Background: an optimization exercise with open tools, aiming at small area and few clock cycles. Do not read the settings as production practice.
In this exercise RTL edits were held to simulation tests only and were not proved equivalent to the original.

## old
## rde
module rde (
    input  wire        clk,
    input  wire        rst,
    input  wire        cmd_valid,
    output wire        cmd_ready,
    input  wire [31:0] cmd_data,
    output wire        rsp_valid,
    input  wire        rsp_ready,
    output wire [31:0] rsp_data,
    output wire        ev_valid,
    input  wire        ev_ready,
    output wire [1:0]  ev_kind,
    output wire [7:0]  ev_seq,
    output wire [15:0] ev_unit,
    output wire        ev_drop,
    input  wire        loss_valid,
    output wire        loss_ready,
    input  wire [15:0] loss_u
);
    localparam [3:0] ST_OK        = 4'h0;
    localparam [3:0] ST_CORRECTED = 4'h1;
    localparam [3:0] ST_UNCORR    = 4'h2;
    localparam [3:0] ST_QFULL     = 4'h3;
    localparam [3:0] ST_QEMPTY    = 4'h4;
    localparam [3:0] ST_BUSY      = 4'h5;
    localparam [3:0] ST_CTRL_IGN  = 4'h6;
    localparam [3:0] ST_IDLE_IGN  = 4'h7;
    localparam [3:0] ST_ACK_DROP  = 4'h8;
    localparam [3:0] ST_ACK_BADMK = 4'h9;
    localparam [3:0] ST_ACK_NOMAT = 4'hA;
    localparam [3:0] ST_ACK_DUP   = 4'hB;
    localparam [3:0] ST_RX_OOO    = 4'hC;
    localparam [3:0] ST_AMBIG     = 4'hD;
    localparam [3:0] ST_CLS_NONE  = 4'hE;
    localparam [3:0] ST_ILLEGAL   = 4'hF;
    localparam [1:0] EV_DATA   = 2'd0;
    localparam [1:0] EV_ACK    = 2'd1;
    localparam [1:0] EV_ACCEPT = 2'd2;
    localparam [2:0] P_IDLE  = 3'd0;
    localparam [2:0] P_RUN   = 3'd1;    
    localparam [2:0] P_ACKD  = 3'd2;    
    localparam [2:0] P_SLIDE = 3'd3;    
    localparam [2:0] P_RESP  = 3'd4;
    localparam [2:0] M_END  = 3'd0;     
    localparam [2:0] M_FILL = 3'd1;     
    localparam [2:0] M_RETX = 3'd2;     
    localparam [2:0] M_NEW1 = 3'd3;     
    localparam [2:0] M_ACKS = 3'd4;     
    localparam [2:0] M_ACK1 = 3'd5;     
    reg        fsm;
    reg [4:0]  sc;           
    reg [4:0]  rxe;          
    reg [2:0]  at;           
    reg        tt;           
    reg [4:0]  err;
    reg [127:0] tring;       
    reg [3:0]  tc;
    reg [3:0]  tf, tr;
    reg [4:0]  tsz;
    reg [15:0] ack;
    reg [7:0]  rslot [0:7];
    reg [2:0]  rf, rr;
    reg [3:0]  rsz;
    reg [2:0]  ph;
    reg        evv;          
    reg        evd;          
    reg [1:0]  ek;           
    reg [3:0]  st;
    reg        arq;
    reg [18:0] dat;          
  ...
Settings: LEC_CHECK=0, ABC_AREA=1, ABC_CLOCK_PERIOD_IN_PS=12000, CAP_MARGIN=20, CORE_MARGIN=2, CORE_UTILIZATION=40, SLEW_MARGIN=20; clock period 12.0 ns.
run.sh (not shown) runs the stock make flow with config.mk's settings and CLKGATE_MAP_FILE= SYNTH_SCRIPT=/design/flow/synth_recipe.tcl, a recipe that flattens the netlist after the stock synthesis.
old completed; timing, DRC and antenna clean
Testbench counts of old, summed over its fixed seeds: cycles 33,293.
> inputs changed (old -> new)
-- flow/design.v --
<<< old, line 120
    reg [3:0]  rsz;
    reg [2:0]  ph;
    reg        evv;          
    reg        evd;          
    reg [1:0]  ek;           
    reg [3:0]  st;
    reg        arq;
    reg [18:0] dat;          
    wire [4:0] u = dat[9:5];     
    wire [4:0] p = dat[14:10];   
    wire       txf = dat[15];    
    wire       j0  = dat[15];    
    wire [2:0] md  = dat[18:16];
    wire [3:0] t_slot  = (cmd_data[25:24] == 2'd0) ? tr + 4'd1 :
                         cmd_data[24] ? tr : tf;
>>> new, line 120
    reg [3:0]  rsz;
    reg [2:0]  ph;
    reg [2:0]  md;
    reg        evv;          
    reg        evd;          
    reg [1:0]  ek;           
    reg [4:0]  u;            
    reg [4:0]  p;            
    reg        txf;          
    reg        j0;           
    reg [3:0]  st;
    reg        arq;
    reg [18:0] dat;          
    wire [3:0] t_slot  = (cmd_data[25:24] == 2'd0) ? tr + 4'd1 :
                         cmd_data[24] ? tr : tf;
<<< old, line 411
                            rxe <= 5'd1;
                            fsm <= 1'b1;
                            dat[18:16]  <= M_FILL;
                            ph  <= P_RUN;
                        end else
>>> new, line 411
                            rxe <= 5'd1;
                            fsm <= 1'b1;
                            md  <= M_FILL;
                            ph  <= P_RUN;
                        end else
<<< old, line 432
                                rsz <= rsz + 4'd1;
                            end
                            dat[18:16] <= (rsz >= 4'd7) ? M_ACK1 : M_END;
                            ph <= P_RUN;
                        end
>>> new, line 432
                                rsz <= rsz + 4'd1;
                            end
                            md <= (rsz >= 4'd7) ? M_ACK1 : M_END;
                            ph <= P_RUN;
                        end
<<< old, line 443
                            if (opd[7:0] != 8'h06)  st <= ST_ACK_BADMK;
                            else if (!qf_found)     st <= ST_ACK_NOMAT;
                            dat[14:10]  <= ack_t;
                            dat[15] <= (ack_t == fu);
                            ph <= P_ACKD;
                        end
>>> new, line 443
                            if (opd[7:0] != 8'h06)  st <= ST_ACK_BADMK;
                            else if (!qf_found)     st <= ST_ACK_NOMAT;
                            p  <= ack_t;
                            j0 <= (ack_t == fu);
                            ph <= P_ACKD;
                        end
<<< old, line 456
                            else if (!txq_empty) at <= at + 3'd1;
                            tt  <= !tt;
                            dat[15] <= tt;
                            dat[14:10]   <= fu;
                            dat[18:16]  <= ack_fires ? M_RETX : M_NEW1;
                            if (ack_fires || (tt && can_send))
                                ph <= P_RUN;
>>> new, line 456
                            else if (!txq_empty) at <= at + 3'd1;
                            tt  <= !tt;
                            txf <= tt;
                            p   <= fu;
                            md  <= ack_fires ? M_RETX : M_NEW1;
                            if (ack_fires || (tt && can_send))
                                ph <= P_RUN;
<<< old, line 465
                    8'h44: begin
                        arq <= 1'b1;
                        dat[18:16]  <= M_ACKS;
                        if (!rxq_empty) ph <= P_RUN;
                    end
>>> new, line 465
                    8'h44: begin
                        arq <= 1'b1;
                        md  <= M_ACKS;
                        if (!rxq_empty) ph <= P_RUN;
                    end
<<< old, line 503
                end
                if (retx_skip)
                    dat[14:10] <= p1 + 5'd1;
                if (d_fire) begin
                    evv <= 1'b1;
>>> new, line 503
                end
                if (retx_skip)
                    p <= p1 + 5'd1;
                if (d_fire) begin
                    evv <= 1'b1;
<<< old, line 509
                    if (want_ack) begin
                        ek <= EV_ACK;
                        if (md == M_ACK1) dat[18:16] <= M_END;
                    end else if (want_retx) begin
                        ek <= EV_DATA;
                        dat[9:5]  <= retx_at0 ? p : p1;
                        dat[14:10]  <= retx_at0 ? p1 : p1 + 5'd1;
                    end else begin
                        ek  <= EV_DATA;
                        dat[9:5]   <= sc;
                        sc  <= sc + 5'd1;
                        tr  <= tr_inc;
                        tsz <= tsz + 5'd1;
                        if (md != M_FILL) dat[18:16] <= M_END;
                    end
                end else if (ev_fire)
>>> new, line 509
                    if (want_ack) begin
                        ek <= EV_ACK;
                        if (md == M_ACK1) md <= M_END;
                    end else if (want_retx) begin
                        ek <= EV_DATA;
                        u  <= retx_at0 ? p : p1;
                        p  <= retx_at0 ? p1 : p1 + 5'd1;
                    end else begin
                        ek  <= EV_DATA;
                        u   <= sc;
                        sc  <= sc + 5'd1;
                        tr  <= tr_inc;
                        tsz <= tsz + 5'd1;
                        if (md != M_FILL) md <= M_END;
                    end
                end else if (ev_fire)
Findings:
Changes observed in new relative to old: total detailed-routing wirelength went up 2.7%; total of fill cells in the finished design went up 0.59%; final critical-path share of the clock period went up 1.1 points; met1 track demand over resource went up 1.7 points; number of placement rows went up 1. Number of non-clock inverters in the layout, new and old, higher one = old. Against old, new reports a number of tap cells inserted that is higher. Clock insertion delay at the later pin of the skew report across new and old: no real change. Going from old to new, sequential share of the synthesized area grows by 1.8 points.
Testbench counts of new, summed over its fixed seeds: cycles 33,293.

## afterwards: timing with drivers on the ports
No port has a modelled driver above. Below, the same layouts with a new extraction and two added sets of constraints.
Step 1: set_driving_cell puts a clkbuf_16 on clk and a buf_2 on each other input, an assumption about the parent block.
Step 2, shift: input delay + t, output delay - t, t = (earliest + latest rising clock arrival at the registers) / 2. This alone moves slack from input paths to output paths.
a / b / c = ideal / step 1 / step 2; a / b = the first two.
run | t, ns | setup slack, ns | hold slack, ns | worst setup path at the end | worst data-port slew with drivers (ns)
old | 0.593 | 3.737 / 3.713 / 3.713 | 0.303 / 0.303 / 0.303 | input to output | 0.04
new | 0.615 | 3.607 / 3.582 / 3.582 | 0.312 / 0.312 / 0.312 | input to output | 0.04
After both steps setup and hold are still met in every run listed. For new, which loses most, drivers alone change the setup slack by -0.025 ns; drivers and shift together by -0.025 ns.
